This is an optimization exercise on Yosys and OpenROAD, whose aim is small area and few clock cycles, not a production implementation. Only simulation tests tie the RTL to the original design; equivalence was not proved.

==> trial 4: inputs <==
## fat12_walker
module fat12_walker (
    input  wire        clk,
    input  wire        rst,            
    input  wire        cmd_valid,
    output wire        cmd_ready,
    input  wire [1:0]  cmd_op,         
    input  wire [15:0] cmd_arg,        
    input  wire        med_present,
    input  wire [20:0] med_size,
    output reg         med_re,
    output reg  [20:0] med_addr,
    input  wire [7:0]  med_rdata,      
    output reg         out_valid,
    input  wire        out_ready,
    output reg  [20:0] out_cluster,
    output reg  [20:0] out_offset,
    output reg         done,
    output reg         done_ok,
    output reg  [31:0] done_count,
    output reg  [31:0] done_total
);
Settings: LEC_CHECK=0, CAP_MARGIN=20, CORE_MARGIN=2, CORE_UTILIZATION=40, SLEW_MARGIN=20; clock period 20.0 ns.
run.sh (not shown) runs the stock make flow with config.mk's settings and CLKGATE_MAP_FILE= SYNTH_SCRIPT=/design/flow/synth_recipe.tcl, a recipe that flattens the netlist after the stock synthesis.
==> inputs of build 57, as changes to trial 4 <==
--- a/flow/design.v
+++ b/flow/design.v
@@ -29,13 +29,13 @@
                S_F    = 4'd6,    
                S_F2   = 4'd7,    
                S_CHS  = 4'd8,    
                S_CH1  = 4'd9,    
                S_CH0  = 4'd10,   
                S_CHH  = 4'd11,   
-               S_UN   = 4'd12,   
+               S_SS   = 4'd12,   
                S_SCAN = 4'd13,   
                S_FIN  = 4'd14,   
                S_RL   = 4'd15;   
     localparam MO_BPC = 3'd0,    
                MO_FS  = 3'd1,    
                MO_FE  = 3'd2,    
@@ -50,13 +50,12 @@
     reg [2:0]  mop;
     reg [5:0]  mi;
     reg [1:0]  dop;              
     reg        bad;              
     reg        tsd;              
     reg        offr;             
-    reg        tcd;              
     reg        sok;              
     reg        pa;               
     reg [7:0]  lo;
     reg [4:0]  sreg;             
     reg        p2reg;            
     reg [20:0] fs, fe;           
@@ -156,13 +155,13 @@
     wire [20:0] cm2      = cm2w[20:0];
     wire        clu_lt   = (tc[31:21] != 11'd0) || lt34({13'd0, cm2}, {13'd0, tc[20:0]});
     wire        clu_le   = clu_lt;
     wire        clu_ok   = (clu[20:1] != 20'd0) && clu_lt;
     wire        cnt_le   = !lt34({2'b00, tc}, {1'b0, count});      
     wire        steps_ok = sok;
-    wire        med_lt   = lt34({13'd0, med_size}, (st == S_F) ? {13'd0, fe} : {12'd0, sum[21:0]});
+    wire        med_lt   = lt34({13'd0, med_size}, {12'd0, sum[21:0]});
     wire        off_bad  = bpc_p2 ? (big21 || med_lt) : (obig || bpc_big);
     wire        pred     = bpc_p2 && (ech == cn[11:0]) && (cn[20:12] == 9'd0);
     wire [11:0] ech  = clu[0] ? {med_rdata, lo[7:4]} : {med_rdata[3:0], lo};
     wire        ech_end = (ech >= 12'hFF8) || (ech == 12'd0);
     wire [34:0] cnw    = add34({13'd0, clu}, 34'd0, 1'b1);
     wire [20:0] cn     = cnw[20:0];
@@ -289,41 +288,24 @@
         done_count  = count[31:0];
         done_total  = tc;
         out_cluster = clu;
         med_re      = 1'b1;
     end
     always @(*) begin
-        ac = (st == S_CHS) ? clu[15:0] : 16'd2;
+        ac = (st == S_SS) ? 16'd2 : clu[15:0];
         case (st)
             S_IDLE: med_addr = 21'h0B;
             S_G, S_RI: med_addr = {15'd0, ia};
             S_RL: med_addr = mi[0] ? 21'h11 : 21'h12;
-            S_CHS, S_F, S_F2: med_addr = aent[20:0];
+            S_CHS, S_SS: med_addr = aent[20:0];
             S_CH1: med_addr = a1[20:0];
             S_CH0: med_addr = clu[0] ? a1[20:0] : a[20:0];    
             S_SCAN: med_addr = (s_stall || n_hit) ? a[20:0] : a1[20:0];
             default: med_addr = a[20:0];
         endcase
     end
-    wire go = (st == S_F) ? (spc_p2 && j == 3'd0) : (tcd || (spc_p2 && mi[2:0] == j));
-    task dispatch;
-        begin
-            count <= 33'd0;
-            sreg  <= s_g;
-            p2reg <= bps_p2 && spc_p2;
-            if (op == OP_CHAIN) st <= S_CHS;
-            else if (is_alloc && bpc == 21'd0) begin okr <= 1'b1; st <= S_FIN; end
-            else begin
-                a   <= aent;
-                clu <= 21'd1;
-                ph  <= 2'd0;
-                out_offset <= 21'd0;
-                st  <= S_SCAN;
-            end
-        end
-    endtask
     always @(posedge clk) begin
         if (rst) begin
             st        <= S_IDLE;
             out_valid <= 1'b0;
         end else begin
             if (out_ready) out_valid <= 1'b0;
@@ -336,13 +318,12 @@
                     op    <= cmd_op;
                     clu   <= {5'd0, cmd_arg};
                     bpc   <= {5'd0, cmd_arg};
                     gs    <= 4'd0;
                     bad   <= 1'b0;
                     tsd   <= 1'b0;
-                    tcd   <= 1'b0;
                     offr  <= 1'b0;
                     sok   <= 1'b1;
                     pa    <= 1'b0;
                     if (!med_present || med_size < 21'd512) begin
                         okr <= 1'b0;
                         st  <= S_FIN;
@@ -441,13 +422,13 @@
                         case (dop)
                             2'd0: st <= S_RD2;
                             2'd1: begin tsd <= 1'b1; st <= S_F; end
                             default: st <= S_F2;
                         endcase
                         if (dop == 2'd0) dst <= {tc[23:0], dq};
-                        if (dop == 2'd2) tcd <= 1'b1;
+                        if (dop == 2'd2) tsd <= 1'b1;
                     end
                 end
                 S_RL: begin
                     mi <= mi + 6'd1;
                     tc <= (mi == 6'd0) ? 32'd0 : {tc[23:0], med_rdata};
                     if (mi == 6'd2) begin
@@ -462,29 +443,35 @@
                 S_F: begin
                     if (tc == 32'd0 && !tsd) begin
                         tc  <= {11'd0, med_size};
                         a[15:0] <= 16'd0;
                         dop <= 2'd1; mi <= 6'd0; st <= S_DIV;
                     end else begin
-                        tc <= dsec[32] ? 32'd0 : dsec[31:0];
-                        if (bad || med_lt) begin
+                        tc <= (dsec[32] || dsec == 33'd0) ? 32'd0 : dsec[31:0];
+                        tsd <= 1'b0;
+                        if (bad || lt34({13'd0, med_size}, {13'd0, fe})) begin
                             okr <= 1'b0;
                             st  <= S_FIN;
                         end else if (op != OP_CHAIN || cfast) begin
                             dst <= {4'd0, sum[20:0]}; dst_big <= big21;
                             mi  <= 6'd0;
                             st  <= S_F2;
-                            if (go) dispatch;
                         end else begin
                             mop <= MO_DS; mi <= 6'd0; st <= S_MAC;
                         end
                     end
                 end
                 S_F2: begin
-                    if (go) dispatch;
-                    else if (spc_p2) begin
+                    if (tsd || (spc_p2 && mi[2:0] == j)) begin
+                        count <= 33'd0;
+                        sreg  <= s_g;
+                        p2reg <= bps_p2 && spc_p2;
+                        if (op == OP_CHAIN) st <= S_CHS;
+                        else if (is_alloc && bpc == 21'd0) begin okr <= 1'b1; st <= S_FIN; end
+                        else st <= S_SS;
+                    end else if (spc_p2) begin
                         tc <= {1'b0, tc[31:1]};
                         mi <= mi + 6'd1;
                     end else begin
                         a[15:0] <= 16'd0;
                         dop <= 2'd2; mi <= 6'd0; st <= S_DIV;
                     end
@@ -525,12 +512,19 @@
                             st         <= S_CH1;
                         end else
                             st <= S_CHS;
                     end
                 end
                 S_CHH: st <= S_CH0;
+                S_SS: begin
+                    a   <= aent;
+                    clu <= 21'd1;
+                    ph  <= 2'd0;
+                    out_offset <= 21'd0;
+                    st  <= S_SCAN;
+                end
                 S_SCAN: if (!fin && !s_stall) begin
                     a  <= a1;
                     lo <= med_rdata;
                     ph <= (ph == 2'd1) ? 2'd2 : (ph == 2'd2) ? 2'd0 : 2'd1;
                     if (s_cmp) begin
                         clu <= cn;
==> flow/config.mk (replaced) <==
export PLATFORM = sky130hd
export DESIGN_NAME = fat12_walker
export DESIGN_NICKNAME = fat12_walker
export VERILOG_FILES = /design/flow/design.v
export SDC_FILE = /design/flow/constraint.sdc
export NUM_CORES = 4
export LEC_CHECK = 0
export CAP_MARGIN = 20
export CORE_MARGIN = 2
export CORE_UTILIZATION = 60
export CTS_CLUSTER_DIAMETER = 100
export CTS_CLUSTER_SIZE = 20
export SLEW_MARGIN = 20
==> inputs of build 98, as changes to trial 4 <==
--- a/flow/design.v
+++ b/flow/design.v
@@ -29,13 +29,13 @@
                S_F    = 4'd6,    
                S_F2   = 4'd7,    
                S_CHS  = 4'd8,    
                S_CH1  = 4'd9,    
                S_CH0  = 4'd10,   
                S_CHH  = 4'd11,   
-               S_UN   = 4'd12,   
+               S_SS   = 4'd12,   
                S_SCAN = 4'd13,   
                S_FIN  = 4'd14,   
                S_RL   = 4'd15;   
     localparam MO_BPC = 3'd0,    
                MO_FS  = 3'd1,    
                MO_FE  = 3'd2,    
@@ -156,13 +156,13 @@
     wire [20:0] cm2      = cm2w[20:0];
     wire        clu_lt   = (tc[31:21] != 11'd0) || lt34({13'd0, cm2}, {13'd0, tc[20:0]});
     wire        clu_le   = clu_lt;
     wire        clu_ok   = (clu[20:1] != 20'd0) && clu_lt;
     wire        cnt_le   = !lt34({2'b00, tc}, {1'b0, count});      
     wire        steps_ok = sok;
-    wire        med_lt   = lt34({13'd0, med_size}, (st == S_F) ? {13'd0, fe} : {12'd0, sum[21:0]});
+    wire        med_lt   = lt34({13'd0, med_size}, {12'd0, sum[21:0]});
     wire        off_bad  = bpc_p2 ? (big21 || med_lt) : (obig || bpc_big);
     wire        pred     = bpc_p2 && (ech == cn[11:0]) && (cn[20:12] == 9'd0);
     wire [11:0] ech  = clu[0] ? {med_rdata, lo[7:4]} : {med_rdata[3:0], lo};
     wire        ech_end = (ech >= 12'hFF8) || (ech == 12'd0);
     wire [34:0] cnw    = add34({13'd0, clu}, 34'd0, 1'b1);
     wire [20:0] cn     = cnw[20:0];
@@ -289,41 +289,24 @@
         done_count  = count[31:0];
         done_total  = tc;
         out_cluster = clu;
         med_re      = 1'b1;
     end
     always @(*) begin
-        ac = (st == S_CHS) ? clu[15:0] : 16'd2;
+        ac = (st == S_SS) ? 16'd2 : clu[15:0];
         case (st)
             S_IDLE: med_addr = 21'h0B;
             S_G, S_RI: med_addr = {15'd0, ia};
             S_RL: med_addr = mi[0] ? 21'h11 : 21'h12;
-            S_CHS, S_F, S_F2: med_addr = aent[20:0];
+            S_CHS, S_SS: med_addr = aent[20:0];
             S_CH1: med_addr = a1[20:0];
             S_CH0: med_addr = clu[0] ? a1[20:0] : a[20:0];    
             S_SCAN: med_addr = (s_stall || n_hit) ? a[20:0] : a1[20:0];
             default: med_addr = a[20:0];
         endcase
     end
-    wire go = (st == S_F) ? (spc_p2 && j == 3'd0) : (tcd || (spc_p2 && mi[2:0] == j));
-    task dispatch;
-        begin
-            count <= 33'd0;
-            sreg  <= s_g;
-            p2reg <= bps_p2 && spc_p2;
-            if (op == OP_CHAIN) st <= S_CHS;
-            else if (is_alloc && bpc == 21'd0) begin okr <= 1'b1; st <= S_FIN; end
-            else begin
-                a   <= aent;
-                clu <= 21'd1;
-                ph  <= 2'd0;
-                out_offset <= 21'd0;
-                st  <= S_SCAN;
-            end
-        end
-    endtask
     always @(posedge clk) begin
         if (rst) begin
             st        <= S_IDLE;
             out_valid <= 1'b0;
         end else begin
             if (out_ready) out_valid <= 1'b0;
@@ -462,29 +445,34 @@
                 S_F: begin
                     if (tc == 32'd0 && !tsd) begin
                         tc  <= {11'd0, med_size};
                         a[15:0] <= 16'd0;
                         dop <= 2'd1; mi <= 6'd0; st <= S_DIV;
                     end else begin
-                        tc <= dsec[32] ? 32'd0 : dsec[31:0];
-                        if (bad || med_lt) begin
+                        tc <= (dsec[32] || dsec == 33'd0) ? 32'd0 : dsec[31:0];
+                        if (bad || lt34({13'd0, med_size}, {13'd0, fe})) begin
                             okr <= 1'b0;
                             st  <= S_FIN;
                         end else if (op != OP_CHAIN || cfast) begin
                             dst <= {4'd0, sum[20:0]}; dst_big <= big21;
                             mi  <= 6'd0;
                             st  <= S_F2;
-                            if (go) dispatch;
                         end else begin
                             mop <= MO_DS; mi <= 6'd0; st <= S_MAC;
                         end
                     end
                 end
                 S_F2: begin
-                    if (go) dispatch;
-                    else if (spc_p2) begin
+                    if (tcd || (spc_p2 && mi[2:0] == j)) begin
+                        count <= 33'd0;
+                        sreg  <= s_g;
+                        p2reg <= bps_p2 && spc_p2;
+                        if (op == OP_CHAIN) st <= S_CHS;
+                        else if (is_alloc && bpc == 21'd0) begin okr <= 1'b1; st <= S_FIN; end
+                        else st <= S_SS;
+                    end else if (spc_p2) begin
                         tc <= {1'b0, tc[31:1]};
                         mi <= mi + 6'd1;
                     end else begin
                         a[15:0] <= 16'd0;
                         dop <= 2'd2; mi <= 6'd0; st <= S_DIV;
                     end
@@ -525,12 +513,19 @@
                             st         <= S_CH1;
                         end else
                             st <= S_CHS;
                     end
                 end
                 S_CHH: st <= S_CH0;
+                S_SS: begin
+                    a   <= aent;
+                    clu <= 21'd1;
+                    ph  <= 2'd0;
+                    out_offset <= 21'd0;
+                    st  <= S_SCAN;
+                end
                 S_SCAN: if (!fin && !s_stall) begin
                     a  <= a1;
                     lo <= med_rdata;
                     ph <= (ph == 2'd1) ? 2'd2 : (ph == 2'd2) ? 2'd0 : 2'd1;
                     if (s_cmp) begin
                         clu <= cn;
==> flow/config.mk (replaced) <==
export PLATFORM = sky130hd
export DESIGN_NAME = fat12_walker
export DESIGN_NICKNAME = fat12_walker
export VERILOG_FILES = /design/flow/design.v
export SDC_FILE = /design/flow/constraint.sdc
export NUM_CORES = 4
export LEC_CHECK = 0
export CAP_MARGIN = 20
export CORE_MARGIN = 2
export CORE_UTILIZATION = 60
export CTS_CLUSTER_DIAMETER = 100
export CTS_CLUSTER_SIZE = 20
export SLEW_MARGIN = 20
==> summary of the runs <==
Fmax: build 57 < build 98 < trial 4. Die area: build 98 < build 57 < trial 4. The highest critical path depth belongs to build 57, the lowest to build 98. Between build 98 and build 57, the lower global-route usage is in build 98 (gap 0.55 points). The lowest core utilization belongs to trial 4, the highest to build 98.
Testbench counts of trial 4, summed over its fixed seeds: cycles 72,137.
Testbench counts of build 57, summed over its fixed seeds: cycles 72,439.
Testbench counts of build 98, summed over its fixed seeds: cycles 72,439.

[afterwards: timing with drivers on the ports]
No port has a modelled driver above. Below, the same layouts with a new extraction and two added sets of constraints. Step 1 assumes that a clkbuf_16 drives the clock port and a buf_2 every other input. Step 2 adds t to the input delays and takes it off the output delays; t is the mean of the earliest and latest rising clock arrival at the registers after step 1. Input paths then give back, and output paths get back, about the clock's delay inside the block. a / b / c = no drivers / after step 1 / after step 2; a / b = the first two.
| run | t (ns) | setup slack, ns | latest minus earliest clock arrival (ns) | slew at the worst register clock pin (ns) |
|---|---|---|---|---|
| trial 4 | 0.641 | 0.785 / 0.785 / 0.785 | 0.036 / 0.037 | 0.06 / 0.06 |
| build 57 | 0.613 | 0.561 / 0.561 / 0.561 | 0.033 / 0.033 | 0.10 / 0.10 |
| build 98 | 0.605 | 0.586 / 0.586 / 0.586 | 0.020 / 0.021 | 0.10 / 0.10 |
After both steps setup and hold are still met in every run listed.
